From an optimization exercise on the open Yosys and OpenROAD flow, aimed at small area, a short achievable clock period and few clock cycles; shortcuts taken in it are not production practice.
RTL that was checked went through simulation tests only; none was proved equivalent to the original.

==> inputs of 07-13 <==
Design bmp_reduce, start of the top module:
module bmp_reduce #(
    parameter MAXW = 128
) (
    input  wire       clk,
    input  wire       rst,
    input  wire       start,
    input  wire [7:0] cfg_width,      
    input  wire       cfg_bpp4,       
    input  wire [1:0] cfg_dither,     
    input  wire [6:0] cfg_bright,     
    input  wire [6:0] cfg_contrast,   
    input  wire       cfg_order,      
    input  wire       cfg_invert,     
    input  wire       in_valid,
    output wire       in_ready,
    input  wire [7:0] in_b,
    input  wire [7:0] in_g,
    input  wire [7:0] in_r,
    output reg        out_valid,
    input  wire       out_ready,
    output wire [7:0] out_data
);
    reg [7:0] width;
    reg       bpp4;
    reg [1:0] dither;
    reg [6:0] bright;
    reg [6:0] contrast;
    reg       order;
    reg       invert;
    always @(posedge clk) begin
        if (start) begin
            width    <= cfg_width;
            bpp4     <= cfg_bpp4;
            dither   <= cfg_dither;
            bright   <= cfg_bright;
            contrast <= cfg_contrast;
            order    <= cfg_order;
            invert   <= cfg_invert;
        end
    end
    wire [7:0] wm1    = width - 8'd1;
    wire       fsmode = !bpp4 && dither[0];
    reg        in_ready_r;
    reg  [7:0] xi;           
    reg  [6:0] g;            
    reg  [1:0] z;            
    assign in_ready = in_ready_r;
    wire accept = in_valid && in_ready_r;
    wire pop    = out_valid && out_ready;
    wire       last_in = (xi == wm1);
    wire       done_in = bpp4 ? (xi[0] || last_in) : (&xi[2:0] || last_in);
    wire [7:0] xi_inc  = xi + 8'd1;
    wire       done_nx = last_in ? (wm1 == 8'd0)
                       : bpp4 ? (xi_inc[0] || xi_inc == wm1)
                              : (&xi_inc[2:0] || xi_inc == wm1);
    wire [2:0] s0 = {1'b0, z} + {2'b0, done_in};
    wire [2:0] s1 = s0 + {2'b0, done_nx};
    wire ok_a0 = pop ? (s0 <= 3'd4) : (s0 <= 3'd3);
    wire ok_a1 = pop ? (s1 <= 3'd4) : (s1 <= 3'd3);
  ...
Settings: LEC_CHECK=0, CAP_MARGIN=20, CORE_MARGIN=2, CORE_UTILIZATION=60, CTS_CLUSTER_DIAMETER=80, CTS_CLUSTER_SIZE=30, SLEW_MARGIN=20; clock period 46.0 ns.
standard.sh (not shown) runs the stock make flow with config.mk's settings and CLKGATE_MAP_FILE= SYNTH_SCRIPT=/design/flow/synth_recipe.tcl, a recipe that flattens the netlist after the stock synthesis.
==> flow/flow/run.sh <==
#!/bin/bash
# Standard layout, but the port buffers are buf_2 cells instead of the
# buffer_ports default (clkdlybuf4s50_1), which is slower and larger.
set -euo pipefail
export BUFFER_PORTS_ARGS="-buffer_cell sky130_fd_sc_hd__buf_2"
bash standard.sh > flow_standard.log 2>&1
==> 05-20: changes against 07-13 <==
--- a/flow/design.v
+++ b/flow/design.v
@@ -39,58 +39,70 @@
         end
     end
     wire [7:0] wm1    = width - 8'd1;
     wire       fsmode = !bpp4 && dither[0];
     reg        in_ready_r;
+    reg        va;           
+    reg        da;           
+    reg        pr;           
     reg  [7:0] xi;           
     reg  [6:0] g;            
-    reg  [1:0] z;            
+    reg  [1:0] zl;           
     assign in_ready = in_ready_r;
     wire accept = in_valid && in_ready_r;
     wire pop    = out_valid && out_ready;
-    wire       last_in = (xi == wm1);
-    wire       done_in = bpp4 ? (xi[0] || last_in) : (&xi[2:0] || last_in);
-    wire [7:0] xi_inc  = xi + 8'd1;
-    wire       done_nx = last_in ? (wm1 == 8'd0)
-                       : bpp4 ? (xi_inc[0] || xi_inc == wm1)
-                              : (&xi_inc[2:0] || xi_inc == wm1);
-    wire [2:0] s0 = {1'b0, z} + {2'b0, done_in};
-    wire [2:0] s1 = s0 + {2'b0, done_nx};
-    wire ok_a0 = pop ? (s0 <= 3'd4) : (s0 <= 3'd3);
-    wire ok_a1 = pop ? (s1 <= 3'd4) : (s1 <= 3'd3);
-    wire space_ok = accept ? ok_a1 : ok_a0;
-    wire g_wrap   = ({1'b0, g} >= wm1);
+    wire [7:0] xi_nx  = (xi == wm1) ? 8'd0 : xi + 8'd1;
+    wire [7:0] xc     = va ? xi_nx : xi;                  
+    wire [7:0] xc_nx  = (xc == wm1) ? 8'd0 : xc + 8'd1;
+    wire       dn0    = (xc == wm1) || (bpp4 ? xc[0] : &xc[2:0]);
+    wire       dn1    = (xc_nx == wm1) || (bpp4 ? xc_nx[0] : &xc_nx[2:0]);
+    wire [2:0] zc     = {1'b0, zl} + {2'b0, da} - {2'b0, pr};    
+    wire [2:0] c0  = zc + {2'b0, dn0};
+    wire [2:0] c1  = c0 + {2'b0, dn1};
+    wire ok00 = (c0 <= 3'd3);
+    wire ok01 = (c0 <= 3'd4);
+    wire ok10 = (c1 <= 3'd3);
+    wire ok11 = (c1 <= 3'd4);
+    wire [6:0] gn = va ? 7'd1 : ({1'b0, g} >= wm1) ? 7'd1 : g + 7'd1;
+    wire g_wrap   = ({1'b0, gn} >= wm1);
     wire w_small  = (wm1[7:1] == 7'd0);
-    wire phase_ok = !fsmode || (w_small ? !accept : (accept || g_wrap));
+    wire ph0 = !fsmode || (!w_small && g_wrap) || w_small;    
+    wire ph1 = !fsmode || !w_small;                           
+    wire rdy_a0 = ph0 && (out_ready && out_valid ? ok01 : ok00);
+    wire rdy_a1 = ph1 && (out_ready && out_valid ? ok11 : ok10);
     always @(posedge clk) begin
         if (rst) begin
             in_ready_r <= 1'b0;
-            z          <= 2'd0;
+            va         <= 1'b0;
+            da         <= 1'b0;
+            pr         <= 1'b0;
+            zl         <= 2'd0;
         end else begin
-            in_ready_r <= start || (phase_ok && space_ok);
-            z          <= z + {1'b0, accept && done_in} - {1'b0, pop};
+            in_ready_r <= start || (accept ? rdy_a1 : rdy_a0);
+            va         <= accept;
+            da         <= accept && dn0;
+            pr         <= pop;
+            zl         <= zc[1:0];
         end
     end
     always @(posedge clk) begin
         if (start) begin
             xi <= 8'd0;
             g  <= 7'h7f;
         end else begin
-            if (accept)
-                xi <= last_in ? 8'd0 : xi_inc;
-            g <= (accept || g_wrap) ? 7'd1 : g + 7'd1;
+            if (va)
+                xi <= xi_nx;
+            g <= gn;
         end
     end
-    reg va, vb, ve, v2;
+    reg vb, ve, v2;
     always @(posedge clk) begin
         if (rst) begin
-            va <= 1'b0;
             vb <= 1'b0;
             ve <= 1'b0;
             v2 <= 1'b0;
         end else begin
-            va <= accept;
             vb <= va;
             ve <= vb && !bpp4;
             v2 <= ve;
         end
     end
@@ -828,33 +840,45 @@
         if (proc)
             acc <= packed_byte;
     end
     wire       push = proc && byte_done;
     wire [7:0] pd   = packed_byte ^ {8{invert}};
-    reg  [1:0] n;
-    reg  [7:0] q0, q1, q2;
+    reg  [7:0] q0, s0, s1;
+    reg        k1, k2;
+    reg        rp, wp;
     assign out_data = q0;
+    wire       take    = out_ready || !out_valid;      
+    wire [7:0] s_rd    = rp ? s1 : s0;
     always @(posedge clk) begin
-        if (pop ? (n >= 2'd2) : 1'b0)
-            q0 <= q1;
-        else if (pop || n == 2'd0)
-            q0 <= pd;
-        if (pop ? (n == 2'd3) : 1'b0)
-            q1 <= q2;
-        else if (pop ? (n == 2'd2) : (n == 2'd1))
-            q1 <= pd;
-        if (pop ? (n == 2'd3) : (n == 2'd2))
-            q2 <= pd;
+        if (take)
+            q0 <= k1 ? s_rd : pd;
+        if (push && !wp)
+            s0 <= pd;
+        if (push && wp)
+            s1 <= pd;
     end
-    wire [1:0] n_next = n + {1'b0, push} - {1'b0, pop};
+    wire k_in_t  = push && k1;         
+    wire k_in_h  = push;               
     always @(posedge clk) begin
         if (rst) begin
-            n         <= 2'd0;
             out_valid <= 1'b0;
+            k1        <= 1'b0;
+            k2        <= 1'b0;
+            rp        <= 1'b0;
+            wp        <= 1'b0;
         end else begin
-            n         <= n_next;
-            out_valid <= (n_next != 2'd0);
+            if (take) begin
+                out_valid <= k1 || push;
+                k1 <= k2 || k_in_t;
+                k2 <= k2 && k_in_t;
+                rp <= rp ^ k1;
+                wp <= wp ^ k_in_t;
+            end else begin
+                k1 <= k1 || k_in_h;
+                k2 <= k2 || (k1 && k_in_h);
+                wp <= wp ^ k_in_h;
+            end
         end
     end
 endmodule
 module bmp_reduce_enc (input wire [6:0] m, output reg [5:0] c);
     always @(*) begin
@@ -1184,9 +1208,8 @@
     input  wire [7:0] v,
     input  wire       neg,
     input  wire [5:0] mag,
     output wire [7:0] r
 );
-    wire [8:0] dif = {1'b0, v} - {3'b0, mag};
-    wire [8:0] sum = {1'b0, v} + {3'b0, mag};
-    assign r = neg ? (dif[8] ? 8'd0 : dif[7:0]) : (sum[8] ? 8'd255 : sum[7:0]);
+    wire [8:0] s = {1'b0, v} + ({3'b0, mag} ^ {9{neg}}) + {8'd0, neg};
+    assign r = s[8] ? {8{!neg}} : s[7:0];
 endmodule
CTS_CLUSTER_DIAMETER = 50   (was 80)
CTS_CLUSTER_SIZE = 36   (was 30)
==> results.txt <==
|  | 05-20 | 07-13 |
|---|---|---|
| DRT iter0 DRCs | 1694 | 1617 |
| Starting density of the core | 60.5% | 60.4% |
| Final instance area | 45600 um2 | 44000 um2 |
| Signal buf overhead | 1.06% | 1.05% |
| Floorplan die area | 71000 um2 | 70900 um2 |
| Synth Area in Adders | 17.7% | 18.0% |
| Run status | timing/DRC/antenna clean | timing/DRC/antenna clean |
| Share of cells above drive strength 1 | 10.7% | 7.39% |
| Clock-pin slew of the registers on the worst-case setup and hold paths | 0.10 ns | 0.11 ns |
| Die outline width | 266 um | 266 um |
| Worst R2R Start | contrast[1] | contrast[0] |
| Post-synthesis cell count | 3541 | 3626 |
Testbench counts of 05-20, summed over its fixed seeds: cycles 30,096.
For 07-13, only the layout was checked, not whether the RTL still works.

==> what the ideal ports hide <==
Ports are ideal in the flow. The routed layouts listed here were re-timed in OpenROAD.
Step 1 assumes that a clkbuf_16 drives the clock port and a buf_2 every other input.
Step 2 adds t to the input delays and takes it off the output delays; t is the mean of the earliest and latest rising clock arrival at the registers after step 1. Input paths then give back, and output paths get back, about the clock's delay inside the block.
Three values: ideal, step 1, step 2; two values: the first two.
run	t, ns	setup WS [ns]	worst hold slack (ns)	slew at the worst register clock pin (ns)	cell pins on the clock port's net
07-13	0.692	35.496 / 35.528 / 34.847	0.323 / 0.323 / 0.323	0.11 / 0.11	1
05-20	0.703	35.633 / 35.570 / 35.299	0.300 / 0.300 / 0.300	0.11 / 0.11	1
After both steps every run listed still meets setup and hold. The setup slack of 07-13, which loses most, moves by +0.032 ns with the drivers and by -0.649 ns with both steps.
